This is an optimization exercise on Yosys and OpenROAD, whose aim is small area, a short achievable clock period and few clock cycles, not a production implementation. In this exercise RTL edits were held to simulation tests only and were not proved equivalent to the original. No activity file was given, so power comes from the tool's default toggle rates.

==> flow/design.v <==
module eete #(
    parameter [31:0] BUSY_TIMEOUT_MS = 32'd10,
    parameter [1:0]  SPI_MODE        = 2'd0,
    parameter        BOUNDS_CHECK    = 1'b0
) (
    input  wire        clk,
    input  wire        rst,
    input  wire        cmd_valid,
    output wire        cmd_ready,
    input  wire [63:0] cmd_word,
    output wire        resp_valid,
    output wire [63:0] resp_word,
    input  wire        pin_valid,
    output wire        pin_ready,
    input  wire [7:0]  pin_data,
    output wire        pout_valid,
    input  wire        pout_ready,
    output wire [7:0]  pout_data,
    output wire        cs_n,
    output wire        cs_oe,
    output wire [7:0]  cs_line,
    output reg         spi_req,
    output reg         spi_w16,
    output reg  [15:0] spi_mosi,
    input  wire        spi_ack,
    input  wire [15:0] spi_miso,
    output wire        spi_cfg,
    output wire [31:0] spi_hz,
    output wire [1:0]  spi_mode,
    output wire        spi_msb_first,
    input  wire [31:0] now_ms
);
    localparam [3:0] OP_BEGIN       = 4'h1;
    localparam [3:0] OP_WRITE_BYTE  = 4'h2;
    localparam [3:0] OP_READ_BYTE   = 4'h3;
    localparam [3:0] OP_WRITE_ARRAY = 4'h4;
    localparam [3:0] OP_READ_ARRAY  = 4'h5;
    localparam [3:0] OP_WAIT_READY  = 4'h6;
    localparam [7:0] INS_WREN  = 8'h06;
    localparam [7:0] INS_RDSR  = 8'h05;
    localparam [7:0] INS_READ  = 8'h03;
    localparam [7:0] INS_WRITE = 8'h02;
    localparam [7:0] DUMMY     = 8'h00;
    localparam [3:0] RES_OK           = 4'h0;
    localparam [3:0] RES_BUSY         = 4'h1;
    localparam [3:0] RES_OUT_OF_RANGE = 4'h2;
    localparam [3:0] RES_ILLEGAL      = 4'h8;
    localparam [3:0] RES_NOT_INIT     = 4'h9;
    localparam [3:0] RES_ALREADY_INIT = 4'hA;
    localparam [24:0] CAPACITY = 25'd524288;
    localparam [4:0] S_IDLE     = 5'd0;
    localparam [4:0] S_ACCEPT   = 5'd1;
    localparam [4:0] S_B_CSCFG  = 5'd2;
    localparam [4:0] S_B_CSH    = 5'd3;
    localparam [4:0] S_B_SPICFG = 5'd4;
    localparam [4:0] S_P_T0     = 5'd5;
    localparam [4:0] S_P_CSL    = 5'd6;
    localparam [4:0] S_P_CMD    = 5'd7;
    localparam [4:0] S_P_SR     = 5'd8;
    localparam [4:0] S_P_TIME   = 5'd9;
    localparam [4:0] S_P_CSH    = 5'd10;
    localparam [4:0] S_E_CSL    = 5'd11;
    localparam [4:0] S_E_CMD    = 5'd12;
    localparam [4:0] S_E_CSH    = 5'd13;
    localparam [4:0] S_F_CSL    = 5'd14;
    localparam [4:0] S_F_W1     = 5'd15;
    localparam [4:0] S_F_W2     = 5'd16;
    localparam [4:0] S_D_POP    = 5'd17;
    localparam [4:0] S_D_TX     = 5'd18;
    localparam [4:0] S_D_RX     = 5'd19;
    localparam [4:0] S_D_PUSH   = 5'd20;
    localparam [4:0] S_F_CSH    = 5'd21;
    localparam [4:0] S_A_NEXT   = 5'd22;
    localparam [4:0] S_RESP     = 5'd23;
    reg        init;
    reg [7:0]  cs_id;
    reg [31:0] clk_hz;
    reg [63:0] cw;
    reg [24:0] cur;
    reg [23:0] rem;
    reg [9:0]  nb;
    reg [23:0] cnt;
    reg [7:0]  sr;
    reg [31:0] t0;
    reg [31:0] el;
    reg [7:0]  rdata;
    reg [63:0] resp;
    reg        resp_valid_r;
    reg        cs_n_r;
    reg        cs_oe_r;
    reg [4:0]  seq;
    reg [7:0]  b;        
    reg [3:0]  res;      
    wire [3:0]  op   = cw[3:0];
    wire [23:0] addr = cw[31:8];
    wire [23:0] arg  = cw[55:32];
    reg legal;
    always @(*) begin
        case (op)
            OP_BEGIN:       legal = (cw[7:4] == 4'd0) && (cw[31:16] == 16'd0);
            OP_WRITE_BYTE:  legal = (cw[7:4] == 4'd0) && (cw[55:40] == 16'd0) && (cw[63:56] == 8'd0);
            OP_READ_BYTE:   legal = (cw[7:4] == 4'd0) && (cw[55:32] == 24'd0) && (cw[63:56] == 8'd0);
            OP_WRITE_ARRAY: legal = (cw[7:4] == 4'd0) && (cw[63:56] == 8'd0);
            OP_READ_ARRAY:  legal = (cw[7:4] == 4'd0) && (cw[63:56] == 8'd0);
            OP_WAIT_READY:  legal = (cw[63:4] == 60'd0);
            default:        legal = 1'b0;
        endcase
    end
    wire [24:0] addr25 = {1'b0, addr};
    wire [24:0] end25  = addr25 + {1'b0, arg};
    reg out_of_bounds;
    always @(*) begin
        case (op)
            OP_WRITE_BYTE, OP_READ_BYTE: out_of_bounds = (addr25 >= CAPACITY);
            OP_READ_ARRAY:               out_of_bounds = (addr25 >= CAPACITY) || (end25 > CAPACITY);
            default:                     out_of_bounds = 1'b0;
        endcase
    end
    wire [31:0] el_now   = now_ms - t0;                    
    wire        is_write = (op == OP_WRITE_BYTE) || (op == OP_WRITE_ARRAY);
    wire [23:0] faddr    = (op == OP_WRITE_ARRAY) ? cur[23:0] : addr;
    wire [7:0]  fcmd     = is_write ? INS_WRITE : INS_READ;
    wire [9:0]  page_left = 10'd512 - {1'b0, cur[8:0]};
    wire [9:0]  nb_first  = ({14'd0, page_left} < rem) ? page_left : rem[9:0];
    assign cmd_ready     = (seq == S_IDLE);
    assign resp_valid    = resp_valid_r;
    assign resp_word     = resp;
    assign pin_ready     = (seq == S_D_POP);
    assign pout_valid    = (seq == S_D_PUSH);
    assign pout_data     = b;
    assign cs_n          = cs_n_r;
    assign cs_oe         = cs_oe_r;
    assign cs_line       = cs_id;
    assign spi_cfg       = (seq == S_B_SPICFG);
    assign spi_hz        = clk_hz;
    assign spi_mode      = SPI_MODE;
    assign spi_msb_first = 1'b1;
    always @(*) begin
        spi_req  = 1'b0;
        spi_w16  = 1'b0;
        spi_mosi = 16'd0;
        case (seq)
            S_P_CMD: begin spi_req = 1'b1; spi_mosi = {8'd0, INS_RDSR}; end
            S_P_SR:  begin spi_req = 1'b1; spi_mosi = {8'd0, DUMMY}; end
            S_E_CMD: begin spi_req = 1'b1; spi_mosi = {8'd0, INS_WREN}; end
            S_F_W1:  begin spi_req = 1'b1; spi_w16 = 1'b1; spi_mosi = {fcmd, faddr[23:16]}; end
            S_F_W2:  begin spi_req = 1'b1; spi_w16 = 1'b1; spi_mosi = faddr[15:0]; end
            S_D_TX:  begin spi_req = 1'b1; spi_mosi = {8'd0, b}; end
            S_D_RX:  begin spi_req = 1'b1; spi_mosi = {8'd0, DUMMY}; end
            default: ;
        endcase
    end
    always @(posedge clk) begin
        if (rst) begin
            init         <= 1'b0;
            cs_id        <= 8'd0;
            clk_hz       <= 32'd0;
            cw           <= 64'd0;
            cur          <= 25'd0;
            rem          <= 24'd0;
            nb           <= 10'd0;
            cnt          <= 24'd0;
            sr           <= 8'd0;
            t0           <= 32'd0;
            el           <= 32'd0;
            rdata        <= 8'd0;
            resp         <= 64'd0;
            resp_valid_r <= 1'b0;
            cs_n_r       <= 1'b1;
            cs_oe_r      <= 1'b0;
            seq          <= S_IDLE;
            b            <= 8'd0;
            res          <= RES_OK;
        end else begin
            case (seq)
                S_IDLE: begin
                    if (cmd_valid) begin
                        cw           <= cmd_word;
                        cnt          <= 24'd0;
                        sr           <= 8'd0;
                        el           <= 32'd0;
                        rdata        <= 8'd0;
                        resp_valid_r <= 1'b0;
                        seq          <= S_ACCEPT;
                    end
                end
                S_ACCEPT: begin
                    if (!legal) begin
                        res <= RES_ILLEGAL;
                        seq <= S_RESP;
                    end else if (op == OP_BEGIN && cw[63:32] == 32'd0) begin
                        res <= RES_ILLEGAL;
                        seq <= S_RESP;
                    end else if (op == OP_BEGIN && init) begin
                        res <= RES_ALREADY_INIT;
                        seq <= S_RESP;
                    end else if (op != OP_BEGIN && !init) begin
                        res <= RES_NOT_INIT;
                        seq <= S_RESP;
                    end else if (BOUNDS_CHECK && out_of_bounds) begin
                        res <= RES_OUT_OF_RANGE;
                        seq <= S_RESP;
                    end else begin
                        case (op)
                            OP_BEGIN: seq <= S_B_CSCFG;
                            OP_WRITE_ARRAY: begin
                                cur <= addr25;
                                rem <= arg;
                                seq <= S_A_NEXT;
                            end
                            OP_READ_ARRAY: begin
                                rem <= arg;
                                seq <= S_P_T0;
                            end
                            default: seq <= S_P_T0;
                        endcase
                    end
                end
                S_B_CSCFG: begin
                    cs_id   <= cw[15:8];
                    clk_hz  <= cw[63:32];
                    cs_oe_r <= 1'b1;
                    seq     <= S_B_CSH;
                end
                S_B_CSH: begin
                    cs_n_r <= 1'b1;
                    seq    <= S_B_SPICFG;
                end
                S_B_SPICFG: begin
                    init <= 1'b1;
                    res  <= RES_OK;
                    seq  <= S_RESP;
                end
                S_P_T0: begin
                    t0  <= now_ms;
                    seq <= S_P_CSL;
                end
                S_P_CSL: begin
                    cs_n_r <= 1'b0;
                    seq    <= S_P_CMD;
                end
                S_P_CMD: begin
                    if (spi_ack) seq <= S_P_SR;
                end
                S_P_SR: begin
                    if (spi_ack) begin
                        sr  <= spi_miso[7:0];
                        seq <= S_P_TIME;
                    end
                end
                S_P_TIME: begin
                    el <= el_now;
                    if (sr[0] && (el_now < BUSY_TIMEOUT_MS))
                        seq <= S_P_SR;
                    else
                        seq <= S_P_CSH;
                end
                S_P_CSH: begin
                    cs_n_r <= 1'b1;
                    if (sr[0]) begin
                        res <= RES_BUSY;
                        seq <= S_RESP;
                    end else begin
                        case (op)
                            OP_WRITE_BYTE, OP_WRITE_ARRAY: seq <= S_E_CSL;
                            OP_READ_BYTE, OP_READ_ARRAY:   seq <= S_F_CSL;
                            default: begin
                                res <= RES_OK;
                                seq <= S_RESP;
                            end
                        endcase
                    end
                end
                S_E_CSL: begin
                    cs_n_r <= 1'b0;
                    seq    <= S_E_CMD;
                end
                S_E_CMD: begin
                    if (spi_ack) seq <= S_E_CSH;
                end
                S_E_CSH: begin
                    cs_n_r <= 1'b1;
                    seq    <= S_F_CSL;
                end
                S_F_CSL: begin
                    cs_n_r <= 1'b0;
                    seq    <= S_F_W1;
                end
                S_F_W1: begin
                    if (spi_ack) seq <= S_F_W2;
                end
                S_F_W2: begin
                    if (spi_ack) begin
                        case (op)
                            OP_WRITE_BYTE: begin
                                b   <= arg[7:0];
                                seq <= S_D_TX;
                            end
                            OP_READ_BYTE:   seq <= S_D_RX;
                            OP_WRITE_ARRAY: seq <= S_D_POP;
                            default:        seq <= (rem != 24'd0) ? S_D_RX : S_F_CSH;
                        endcase
                    end
                end
                S_D_POP: begin
                    if (pin_valid) begin
                        b   <= pin_data;
                        seq <= S_D_TX;
                    end
                end
                S_D_TX: begin
                    if (spi_ack) begin
                        if (op == OP_WRITE_ARRAY) begin
                            cur <= cur + 25'd1;
                            rem <= rem - 24'd1;
                            nb  <= nb - 10'd1;
                            cnt <= cnt + 24'd1;
                            seq <= (nb != 10'd1) ? S_D_POP : S_F_CSH;
                        end else begin
                            cnt <= 24'd1;
                            seq <= S_F_CSH;
                        end
                    end
                end
                S_D_RX: begin
                    if (spi_ack) begin
                        if (op == OP_READ_BYTE) begin
                            rdata <= spi_miso[7:0];
                            cnt   <= 24'd1;
                            seq   <= S_F_CSH;
                        end else begin
                            b   <= spi_miso[7:0];
                            seq <= S_D_PUSH;
                        end
                    end
                end
                S_D_PUSH: begin
                    if (pout_ready) begin
                        rem <= rem - 24'd1;
                        cnt <= cnt + 24'd1;
                        seq <= (rem != 24'd1) ? S_D_RX : S_F_CSH;
                    end
                end
                S_F_CSH: begin
                    cs_n_r <= 1'b1;
                    if (op == OP_WRITE_ARRAY) begin
                        seq <= S_A_NEXT;
                    end else begin
                        res <= RES_OK;
                        seq <= S_RESP;
                    end
                end
                S_A_NEXT: begin
                    if (rem == 24'd0) begin
                        res <= RES_OK;
                        seq <= S_RESP;
                    end else if (cur[24:19] != 6'd0) begin
                        res <= RES_OUT_OF_RANGE;
                        seq <= S_RESP;
                    end else begin
                        nb  <= nb_first;
                        seq <= S_P_T0;
                    end
                end
                S_RESP: begin
                    resp         <= {16'd0, sr, cnt, rdata, 4'd0, res};
                    resp_valid_r <= 1'b1;
                    seq          <= S_IDLE;
                end
                default: seq <= S_IDLE;
            endcase
        end
    end
endmodule
==> flow/run.sh <==
#!/bin/bash
# synth_recipe.tcl (not shown) runs the flow's synth.tcl, then flattens the netlist and writes it again
# the make line also repeats each setting of config.mk as NAME=value (left out here)
make -C /OpenROAD-flow-scripts/flow DESIGN_CONFIG=/design/flow/config.mk WORK_HOME=/design/flow/orfs CLKGATE_MAP_FILE= SYNTH_SCRIPT=/design/flow/synth_recipe.tcl finish
==> flow/config.mk <==
export PLATFORM = sky130hd
export DESIGN_NAME = eete
export DESIGN_NICKNAME = eete
export VERILOG_FILES = /design/flow/design.v
export SDC_FILE = /design/flow/constraint.sdc
export NUM_CORES = 4
export LEC_CHECK = 0
export CAP_MARGIN = 20
export CORE_MARGIN = 2
export CORE_UTILIZATION = 40
export PLACE_DENSITY = 0.6
export SLEW_MARGIN = 20
==> flow/constraint.sdc <==
create_clock -name core_clock -period 8.0 [get_ports {clk}]
set_input_delay 1.6000 -clock core_clock [delete_from_list [all_inputs] [get_ports {clk}]]
set_output_delay 1.6000 -clock core_clock [all_outputs]
set_load 0.01 [all_outputs]
==> flow_summary.toml <==
[run_status]
status = "finished clean"

[flow_run]
max_cap_violations = 0

[pwr]
p_leak_nw = 6.65
ir_drop_mv = 0.142
finalPower_w = 0.00492
powerDensity_mw_per_mm2 = 248

[sta]
worst_slew_pin_slew_ps = 1120
finalHoldViolations = 0
maxSlewHeadroom = 0.253
fin_ws_ps = 2840
fin_crit_sh = 0.645
final-setup-viol-count = 0
drv_slew = 0
max_freq_ghz = 0.194
hold_ws_ps = 450
final.min_clock_period_ps = 5160
rsz0062_at_grt = "no"
setup_tns_ps = 0
skew_ps = 20.7

[finish]
antennaDiodeCount = 0
final_cell_area_mm2 = 0.0199
fin_nets = 2588
synthToLayoutAreaGrowth_pct = 22.6
final_common_cell = "nand2_1"
drive_gt1_frac = 0.0431
most-common-layout-cells = "547 x nand2_1, 328 x a21oi_1, 298 x dfxtp_1"

[synth]
yosys_warnings = 1
synthTopCellsByArea = "dfxtp_1 37%, nand2_1 13%, a21oi_1 10%"
synth_edf_count = 0
syn_avg_cell_area_um2 = 7.14
post_synth_inst_count = 2268
async_reset_ff_frac = 0
ys_seq_area_frac = 0.368
ys_seq_elements = 298
yosysUniqueCellTypes = 74
synth_top_area_cell = "dfxtp_1"
syn_area_mm2 = 0.0162
synth_top_flop_cell = "dfxtp_1"
synth_top_area_frac = 0.368

[setup_path]
r2r_start = "seq[1]$_SDFFE_PP0P_"
rr_worst_depth = 11
reg2reg_slack_ps = 3550
criticalPathCategory = "flip-flop to primary output"
cp-startpoint = "seq[1]$_SDFFE_PP0P_"
worstSetupEndpoint = "spi_mosi[2]"
arrival_ps = 3560
endpoint_kind = "primary output"
required_ps = 6400
r2r-end = "rem[12]$_SDFFE_PP0P_"
cp-start-kind = "flip-flop"
crit_fanout = 19

[clock_tree]
cts_setup_buffers = 0
clk_pin_slew_worst_paths_ps = 50
cts-resized-gates = 0
cts_buffers = 36
cts_hold_buf = 0
cts_root_buf = "clkbuf_16"
clockBufferDepth = 3
htreeDepth = 2
cts_tree = "yes"
cts_sinks = 298
clkLatencyLatePin_ps = 550

[grt]
antenna_found_initial = 0
grt_remaining_overflow = 0
grt_start_max_net_pins = 104
grt_use_total = 0.238
first_global_vias = 15200
grt_pass1_wl_mm = 81.0

[placed_design]
port_buffers = 233
globalplace.congestion = 0.890
place_hpwl_mm = 35.8
placed_cell_area_mm2 = 0.0187
place_ws_ps = 2930

[detailed_routing]
viasPerCell = 5.54
wl_mm = 51.4
ant_nets = 0
drc = 0
routedWlPerCell_um = 17.3
dr.pass1.iters = 6
routed-via-count = 16400
drt-initial-drc-count = 1222

[die]
start_util = 0.407
die_h_um = 205
core_area_mm2 = 0.0398
die_w_um = 205
die_area_mm2 = 0.0421
num_rows = 73
pin_count = 266

[hold_path]
hold_class = "flip-flop to flip-flop"
==> worst min-delay path by stage <==
stage / startpoint / endpoint / slack, ps / cells after the start
after detailed placement: resp_word[10]$_SDFFE_PP0P_ / resp_word[10]$_SDFFE_PP0P_ / 450 / 2
after CTS: resp_word[10]$_SDFFE_PP0P_ / resp_word[10]$_SDFFE_PP0P_ / 450 / 2
after global placement: rdata[2]$_SDFFE_PP0P_ / resp_word[10]$_SDFFE_PP0P_ / 440 / 2
after floorplan: cw[6]$_SDFFE_PP0P_ / cw[6]$_SDFFE_PP0P_ / 430 / 2
final: t0[23]$_SDFFE_PP0P_ / t0[23]$_SDFFE_PP0P_ / 450 / 2
after global routing: resp_word[10]$_SDFFE_PP0P_ / resp_word[10]$_SDFFE_PP0P_ / 470 / 2
==> power by group <==
group | switching [W] | total [W] | internal [W]
clock | 0.000655 | 0.00158 | 0.000927
sequential | 0.000148 | 0.00175 | 0.00160
combinational | 0.00103 | 0.00159 | 0.000557
total | 0.00183 | 0.00492 | 0.00309
==> critical path, cell delays in order (launching register included) <==
cell             delay [ps]
dfxtp_1                 850
nor3_1                  280
nand2_1                 620
a21oi_1                  80
a221oi_1                470
o21ai_0                 200
clkdlybuf4s50_1         520
==> routing by layer <==
layer	part of all wire	vias to the layer above	track usage	wire, um
li1	-	8124	-	-
met1	0.45	7668	0.323	23200
met2	0.45	539	0.378	23100
met3	0.068	89	0.0462	3520
met4	0.030	0	0.0804	1560
met5	0	-	0	0
==> synth_stat cells, types with 11 or more instances <==
library cell,count
ha_1,48
a22o_1,14
nor3_1,41
a211oi_1,23
dfxtp_1,298
and3_1,15
a21oi_1,328
clkbuf_1,123
mux2i_1,21
nand3_1,61
buf_1,11
buf_4,24
nand2b_1,12
xnor2_1,31
nor2_1,177
nand4_1,23
a22oi_1,26
a21o_1,20
nor4_1,32
nand2_1,549
or3_1,16
o21ai_0,118
inv_1,68
nor2b_1,11
==> state kept, by name, indices dropped and copies added, names as in the netlist <==
register,cells
cw,64
resp_word,43
clk_hz,32
t0,32
cur,25
cnt,24
rem,24
nb,10
b,8
cs_id,8
rdata,8
sr,8
seq,5
res,3
cs_n_r,1
cs_oe_r,1
init,1
resp_valid_r,1
==> stage by stage <==
stage               utilization  cells
global placement          0.470   2900
floorplan                     -   2290
finish                    0.499   2963
detailed placement        0.470   2900
global route              0.499   2963
CTS                       0.499   2963
==> cell families after synthesis <==
| kind of cell | Yosys count | share of synthesized area |
|---|---|---|
| flip-flops | 298 | 0.368 |
| AND/OR/NAND/NOR | 980 | 0.263 |
| buffers and inverters | 237 | 0.0612 |
| AO/OA/AOI/OAI | 639 | 0.233 |
| multiplexers | 22 | 0.0137 |
| adder cells (fa/ha/maj) | 49 | 0.0383 |
| other | 2 | 0.000464 |
| XOR/XNOR | 41 | 0.0222 |
==> area by class of cell <==
cell class	instances	area, um^2
fill	4002	20000
timing repair buffer	253	2490
clock buffer	54	1030
tap	525	657
sequential	298	5970
multi-input combinational	1755	9370
clock inverter	9	103
inverter	69	259
Testbench counts, summed over its fixed seeds: cycles 44,988.

-- static timing again, ports no longer ideal --
The flow's constraints put no driver on any port. The routed layout listed below was extracted and timed again, unchanged, in two steps. Step 1, drivers: a clkbuf_16 drives clk and a buf_2 each remaining input, both assumed. Step 2 moves the port delays by t, midway between the first and last clock arrival at a register: inputs arrive t later, outputs are due t later. That takes back most of the time a late clock gives input paths. Three values: no drivers, after step 1, after step 2; two values: the first two.
t, ns: 0.601
slack for setup (ns): 2.837 / 2.778 / 2.886
worst setup path at the end: input to register
slew at the worst register clock pin (ns): 0.06 / 0.06
cell pins on the clock port's net: 1
After both steps setup and hold are still met in this run. For this run, drivers alone change the setup slack by -0.059 ns; drivers and shift together by +0.049 ns.
